From an optimization exercise on the open Yosys and OpenROAD flow, aimed at small area, a short achievable clock period and few clock cycles per item; shortcuts taken in it are not production practice.
Power is estimated from default activity; no workload was simulated.

Setup of the reference run:
## cnetz_rxdec
module cnetz_rxdec (
    input  wire         clk,
    input  wire         rst,           
    input  wire         in_valid,
    output wire         in_ready,
    input  wire [149:0] in_frame,
    output reg          out_valid,
    input  wire         out_ready,
    output reg  [2:0]   out_stat,      
    output wire [63:0]  out_payload,
    output wire [5:0]   out_pad,
    output wire [19:0]  out_eflags,    
    output wire [4:0]   out_errcnt
);
For scale: roughly 1200 cells after synthesis, about 250 I/O pins.
==> module cnetz_bchdec, before the edit <==
module cnetz_bchdec (input wire [14:0] w, output wire [6:0] data, output wire [1:0] code);
    wire n1; cnetz_x2 u1 (.a(w[0]), .b(w[4]), .y(n1));
    wire n2; cnetz_x2 u2 (.a(w[1]), .b(w[8]), .y(n2));
    wire n3; cnetz_x2 u3 (.a(w[1]), .b(w[13]), .y(n3));
    wire n4; cnetz_x2 u4 (.a(w[0]), .b(w[8]), .y(n4));
    wire n5; cnetz_x2 u5 (.a(w[3]), .b(w[10]), .y(n5));
    wire n6; cnetz_x2 u6 (.a(w[7]), .b(w[11]), .y(n6));
    wire n7; cnetz_x2 u7 (.a(w[6]), .b(w[9]), .y(n7));
    wire n8; cnetz_x2 u8 (.a(w[3]), .b(w[12]), .y(n8));
    wire n9; cnetz_x2 u9 (.a(w[9]), .b(w[11]), .y(n9));
    wire n10; cnetz_x2 u10 (.a(w[2]), .b(w[11]), .y(n10));
    wire n11; cnetz_x2 u11 (.a(w[11]), .b(w[14]), .y(n11));
    wire n12; cnetz_x2 u12 (.a(w[10]), .b(w[13]), .y(n12));
    wire n13; cnetz_x2 u13 (.a(w[12]), .b(w[13]), .y(n13));
    wire n14; cnetz_x2 u14 (.a(w[5]), .b(w[14]), .y(n14));
    wire n15; cnetz_x2 u15 (.a(w[4]), .b(w[6]), .y(n15));
    wire n16; cnetz_x2 u16 (.a(w[7]), .b(w[13]), .y(n16));
    wire n17; cnetz_x2 u17 (.a(n1), .b(n13), .y(n17));
    wire n18; cnetz_x2 u18 (.a(w[4]), .b(w[5]), .y(n18));
    wire n19; cnetz_x2 u19 (.a(w[2]), .b(w[4]), .y(n19));
    wire n20; cnetz_x2 u20 (.a(n3), .b(n14), .y(n20));
    wire n21; cnetz_x2 u21 (.a(n10), .b(n12), .y(n21));
    wire n22; cnetz_x2 u22 (.a(n2), .b(n19), .y(n22));
    wire n23; cnetz_x2 u23 (.a(n7), .b(n16), .y(n23));
    wire n24; cnetz_x2 u24 (.a(n4), .b(n9), .y(n24));
    wire n25; cnetz_x2 u25 (.a(n6), .b(n18), .y(n25));
    wire n26; cnetz_x2 u26 (.a(n8), .b(n11), .y(n26));
    wire n27; cnetz_x2 u27 (.a(n5), .b(n15), .y(n27));
    wire n28; cnetz_x2 u28 (.a(n27), .b(n21), .y(n28));
    wire n29; cnetz_x2 u29 (.a(n25), .b(n23), .y(n29));
    wire n30; cnetz_x2 u30 (.a(n22), .b(n26), .y(n30));
    wire n31; cnetz_x2 u31 (.a(n24), .b(n17), .y(n31));
    wire n32; cnetz_x2 u32 (.a(n24), .b(n20), .y(n32));
    wire n33; cnetz_x2 u33 (.a(n22), .b(n21), .y(n33));
    wire n34; cnetz_x2 u34 (.a(n22), .b(n23), .y(n34));
    wire n35; cnetz_x2 u35 (.a(n26), .b(n17), .y(n35));
    wire n36; cnetz_x2 u36 (.a(n28), .b(n35), .y(n36));
    wire n37; cnetz_x2 u37 (.a(n25), .b(n33), .y(n37));
    wire n38; cnetz_x2 u38 (.a(n27), .b(n32), .y(n38));
    wire n39; cnetz_x2 u39 (.a(n24), .b(n27), .y(n39));
    wire n40; cnetz_x2 u40 (.a(n31), .b(n33), .y(n40));
    wire n41; cnetz_x2 u41 (.a(n29), .b(n31), .y(n41));
    wire n42; cnetz_x2 u42 (.a(n28), .b(n29), .y(n42));
    wire n43; cnetz_x2 u43 (.a(n23), .b(n30), .y(n43));
    wire n44; cnetz_x2 u44 (.a(n20), .b(n37), .y(n44));
    wire n45; cnetz_x2 u45 (.a(n20), .b(n29), .y(n45));
    wire n46; cnetz_x2 u46 (.a(n22), .b(n28), .y(n46));
    cnetz_thx u47 (.w(w[8]), .a(n22), .b(n24), .c(n41), .d(n44), .y(data[0]));
    cnetz_thx u48 (.w(w[9]), .a(n42), .b(n24), .c(n40), .d(n23), .y(data[1]));
    cnetz_thx u49 (.w(w[10]), .a(n27), .b(n40), .c(n21), .d(n44), .y(data[2]));
    cnetz_thx u50 (.w(w[11]), .a(n25), .b(n24), .c(n21), .d(n26), .y(data[3]));
    cnetz_thx u51 (.w(w[12]), .a(n41), .b(n40), .c(n17), .d(n26), .y(data[4]));
    cnetz_thx u52 (.w(w[13]), .a(n23), .b(n21), .c(n17), .d(n20), .y(data[5]));
    cnetz_thx u53 (.w(w[14]), .a(n36), .b(n44), .c(n26), .d(n20), .y(data[6]));
    wire [3:0] kc;
    cnetz_cube u_cube (.p({n39, n30, n34, n32}), .k(kc));
    wire n54; cnetz_xn2 u54 (.a(kc[0]), .b(n46), .y(n54));
    wire n55; cnetz_xn2 u55 (.a(kc[1]), .b(n45), .y(n55));
    wire n56; cnetz_xn2 u56 (.a(kc[2]), .b(n43), .y(n56));
    wire n57; cnetz_xn2 u57 (.a(kc[3]), .b(n38), .y(n57));
    wire n58; cnetz_or4 u58 (.a(n32), .b(n34), .c(n30), .d(n39), .y(n58));
    wire n59; cnetz_nand2 u59 (.a(n46), .b(kc[1]), .y(n59));
    wire n60; cnetz_nand2 u60 (.a(n45), .b(kc[0]), .y(n60));
    wire n61; cnetz_nand2 u61 (.a(n43), .b(kc[3]), .y(n61));
    wire n62; cnetz_nand2 u62 (.a(n38), .b(kc[2]), .y(n62));
    wire n63; cnetz_x2 u63 (.a(n59), .b(n60), .y(n63));
    wire n64; cnetz_x2 u64 (.a(n61), .b(n62), .y(n64));
    wire n65; cnetz_xn2 u65 (.a(n63), .b(n64), .y(n65));
    cnetz_nand4 u66 (.a(n54), .b(n55), .c(n56), .d(n57), .y(code[1]));
    wire n67; cnetz_nor2 u67 (.a(n58), .b(code[1]), .y(n67));
    cnetz_a31oi u68 (.a(code[1]), .b(n65), .c(n58), .d(n67), .y(code[0]));
endmodule
clock: 10.0 ns
lec_check: 0
cap_margin: 20
core_margin: 2
core_utilization: 40
slew_margin: 20
synth_hierarchical: 1
synth_minimum_keep_size: 0
standard.sh (not shown) runs the stock make flow with config.mk's settings and CLKGATE_MAP_FILE= SYNTH_SCRIPT=/design/flow/synth_recipe.tcl, a recipe that flattens the netlist after the stock synthesis.
==> flow/flow/run.sh <==
#!/bin/bash
# The standard layout (standard.sh), with plain buf_1 cells as the port buffers.
export BUFFER_PORTS_ARGS="-buffer_cell sky130_fd_sc_hd__buf_1"
bash standard.sh > standard_run.log 2>&1
diff inputs: the reference run => the trial run
==> flow/design.v, changed modules only <==
module cnetz_bchdec (input wire [14:0] w, output wire [6:0] data, output wire [1:0] code);
    wire n1; cnetz_x2 u1 (.a(w[0]), .b(w[4]), .y(n1));
    wire n2; cnetz_x2 u2 (.a(w[1]), .b(w[8]), .y(n2));
    wire n3; cnetz_x2 u3 (.a(w[1]), .b(w[13]), .y(n3));
    wire n4; cnetz_x2 u4 (.a(w[0]), .b(w[8]), .y(n4));
    wire n5; cnetz_x2 u5 (.a(w[3]), .b(w[10]), .y(n5));
    wire n6; cnetz_x2 u6 (.a(w[7]), .b(w[11]), .y(n6));
    wire n7; cnetz_x2 u7 (.a(w[6]), .b(w[9]), .y(n7));
    wire n8; cnetz_x2 u8 (.a(w[3]), .b(w[12]), .y(n8));
    wire n9; cnetz_x2 u9 (.a(w[9]), .b(w[11]), .y(n9));
    wire n10; cnetz_x2 u10 (.a(w[2]), .b(w[11]), .y(n10));
    wire n11; cnetz_x2 u11 (.a(w[11]), .b(w[14]), .y(n11));
    wire n12; cnetz_x2 u12 (.a(w[10]), .b(w[13]), .y(n12));
    wire n13; cnetz_x2 u13 (.a(w[12]), .b(w[13]), .y(n13));
    wire n14; cnetz_x2 u14 (.a(w[5]), .b(w[14]), .y(n14));
    wire n15; cnetz_x2 u15 (.a(w[4]), .b(w[6]), .y(n15));
    wire n16; cnetz_x2 u16 (.a(w[7]), .b(w[13]), .y(n16));
    wire n17; cnetz_x2 u17 (.a(n1), .b(n13), .y(n17));
    wire n18; cnetz_x2 u18 (.a(w[4]), .b(w[5]), .y(n18));
    wire n19; cnetz_x2 u19 (.a(w[2]), .b(w[4]), .y(n19));
    wire n20; cnetz_x2 u20 (.a(n3), .b(n14), .y(n20));
    wire n21; cnetz_x2 u21 (.a(n10), .b(n12), .y(n21));
    wire n22; cnetz_x2 u22 (.a(n2), .b(n19), .y(n22));
    wire n23; cnetz_x2 u23 (.a(n7), .b(n16), .y(n23));
    wire n24; cnetz_x2 u24 (.a(n4), .b(n9), .y(n24));
    wire n25; cnetz_x2 u25 (.a(n6), .b(n18), .y(n25));
    wire n26; cnetz_x2 u26 (.a(n8), .b(n11), .y(n26));
    wire n27; cnetz_x2 u27 (.a(n5), .b(n15), .y(n27));
    wire n28; cnetz_x2 u28 (.a(n27), .b(n21), .y(n28));
    wire n29; cnetz_x2 u29 (.a(n25), .b(n23), .y(n29));
    wire n30; cnetz_x2 u30 (.a(n22), .b(n26), .y(n30));
    wire n31; cnetz_x2 u31 (.a(n24), .b(n17), .y(n31));
    wire n32; cnetz_x2 u32 (.a(n24), .b(n20), .y(n32));
    wire n33; cnetz_x2 u33 (.a(n22), .b(n21), .y(n33));
    wire n34; cnetz_x2 u34 (.a(n22), .b(n23), .y(n34));
    wire n35; cnetz_x2 u35 (.a(n26), .b(n17), .y(n35));
    wire n36; cnetz_x2 u36 (.a(n28), .b(n35), .y(n36));
    wire n37; cnetz_x2 u37 (.a(n25), .b(n33), .y(n37));
    wire n38; cnetz_x2 u38 (.a(n27), .b(n32), .y(n38));
    wire n39; cnetz_x2 u39 (.a(n24), .b(n27), .y(n39));
    wire n40; cnetz_x2 u40 (.a(n31), .b(n33), .y(n40));
    wire n41; cnetz_x2 u41 (.a(n29), .b(n31), .y(n41));
    wire n42; cnetz_x2 u42 (.a(n28), .b(n29), .y(n42));
    wire n43; cnetz_x2 u43 (.a(n23), .b(n30), .y(n43));
    wire n44; cnetz_x2 u44 (.a(n20), .b(n37), .y(n44));
    wire n45; cnetz_x2 u45 (.a(n20), .b(n29), .y(n45));
    wire n46; cnetz_x2 u46 (.a(n22), .b(n28), .y(n46));
    cnetz_thx u47 (.w(w[8]), .a(n22), .b(n24), .c(n41), .d(n44), .y(data[0]));
    cnetz_thx u48 (.w(w[9]), .a(n42), .b(n24), .c(n40), .d(n23), .y(data[1]));
    cnetz_thx u49 (.w(w[10]), .a(n27), .b(n40), .c(n21), .d(n44), .y(data[2]));
    cnetz_thx u50 (.w(w[11]), .a(n25), .b(n24), .c(n21), .d(n26), .y(data[3]));
    cnetz_thx u51 (.w(w[12]), .a(n41), .b(n40), .c(n17), .d(n26), .y(data[4]));
    cnetz_thx u52 (.w(w[13]), .a(n23), .b(n21), .c(n17), .d(n20), .y(data[5]));
    cnetz_thx u53 (.w(w[14]), .a(n36), .b(n44), .c(n26), .d(n20), .y(data[6]));
    wire [3:0] kc;
    cnetz_cube u_cube (.p({n39, n30, n34, n32}), .k(kc));
    wire n54; cnetz_xn2 u54 (.a(kc[0]), .b(n46), .y(n54));
    wire n55; cnetz_xn2 u55 (.a(kc[1]), .b(n45), .y(n55));
    wire n56; cnetz_xn2 u56 (.a(kc[2]), .b(n43), .y(n56));
    wire n57; cnetz_xn2 u57 (.a(kc[3]), .b(n38), .y(n57));
    wire n58; cnetz_or4 u58 (.a(n32), .b(n34), .c(n30), .d(n39), .y(n58));
    wire n59; cnetz_or4 u59 (.a(n46), .b(n45), .c(n43), .d(n38), .y(n59));
    wire n60; cnetz_nand2 u60 (.a(n46), .b(kc[1]), .y(n60));
    wire n61; cnetz_nand2 u61 (.a(n45), .b(kc[0]), .y(n61));
    wire n62; cnetz_nand2 u62 (.a(n43), .b(kc[3]), .y(n62));
    wire n63; cnetz_nand2 u63 (.a(n38), .b(kc[2]), .y(n63));
    wire n64; cnetz_x2 u64 (.a(n60), .b(n61), .y(n64));
    wire n65; cnetz_x2 u65 (.a(n62), .b(n63), .y(n65));
    wire n66; cnetz_xn2 u66 (.a(n64), .b(n65), .y(n66));
    cnetz_nand4 u67 (.a(n54), .b(n55), .c(n56), .d(n57), .y(code[1]));
    wire n68; cnetz_nor2 u68 (.a(n58), .b(n59), .y(n68));
    cnetz_a31oi u69 (.a(code[1]), .b(n66), .c(n58), .d(n68), .y(code[0]));
endmodule
### Flow results
Summary — smallest hold slack, the trial run relative to the reference run: higher, by 0.13 ns.
Looking at post-synthesis cell area, the trial run sits about 0.7% higher than the reference run does.
Comparing the reference run and the trial run, number of cells on the critical path is lower on the trial run.
When the trial run is measured against the reference run, its total of clock buffers placed in the layout turns out 3 lower.
The trial run against the reference run: data arrival time at the worst-slack endpoint essentially unchanged; reg2reg setup slack decreased 0.03 ns.
Against the reference run, the final cell area of the trial run is higher.
For sequential group share of total power, the trial run and the reference run come out practically identical.
The trial run ended with every stage complete and zero timing, DRC or antenna violations.
On global-route wire length before repair, the reference run and the trial run are neck and neck.
Delta (the trial run minus the reference run): number of fill cells in the layout now smaller, shortest period the worst path allows picked up an extra 0.0051 ns, cell area power density went up 0.33%.
Looking at basic-gate share of the synthesized area counting and, or, nand and nor cells, the trial run sits 0.58 points above the reference run.
No functional check of the RTL was part of any run of this note.

port drivers added, routing unchanged:
How much do the figures lean on ideal ports? The routed layouts below were timed once more, with nothing changed but the port constraints. Step 1 assumes that a clkbuf_16 drives the clock port and a buf_2 every other input. Step 2, shift: input delay + t, output delay - t, t = (earliest + latest rising clock arrival at the registers) / 2. This alone moves slack from input paths to output paths. a / b / c = ideal ports / drivers / drivers and shift; a / b = the first two.
run | shift t [ns] | setup slack, ns | worst hold slack (ns) | worst setup path after step 2 | latest minus earliest clock arrival (ns)
the reference run | 0.388 | 5.180 / 5.134 / 5.167 | 0.688 / 0.688 / 0.688 | input to register | 0.013 / 0.013
the trial run | 0.391 | 5.175 / 5.128 / 5.162 | 0.818 / 0.818 / 0.818 | input to register | 0.011 / 0.012
After both steps setup and hold are still met in every run listed.
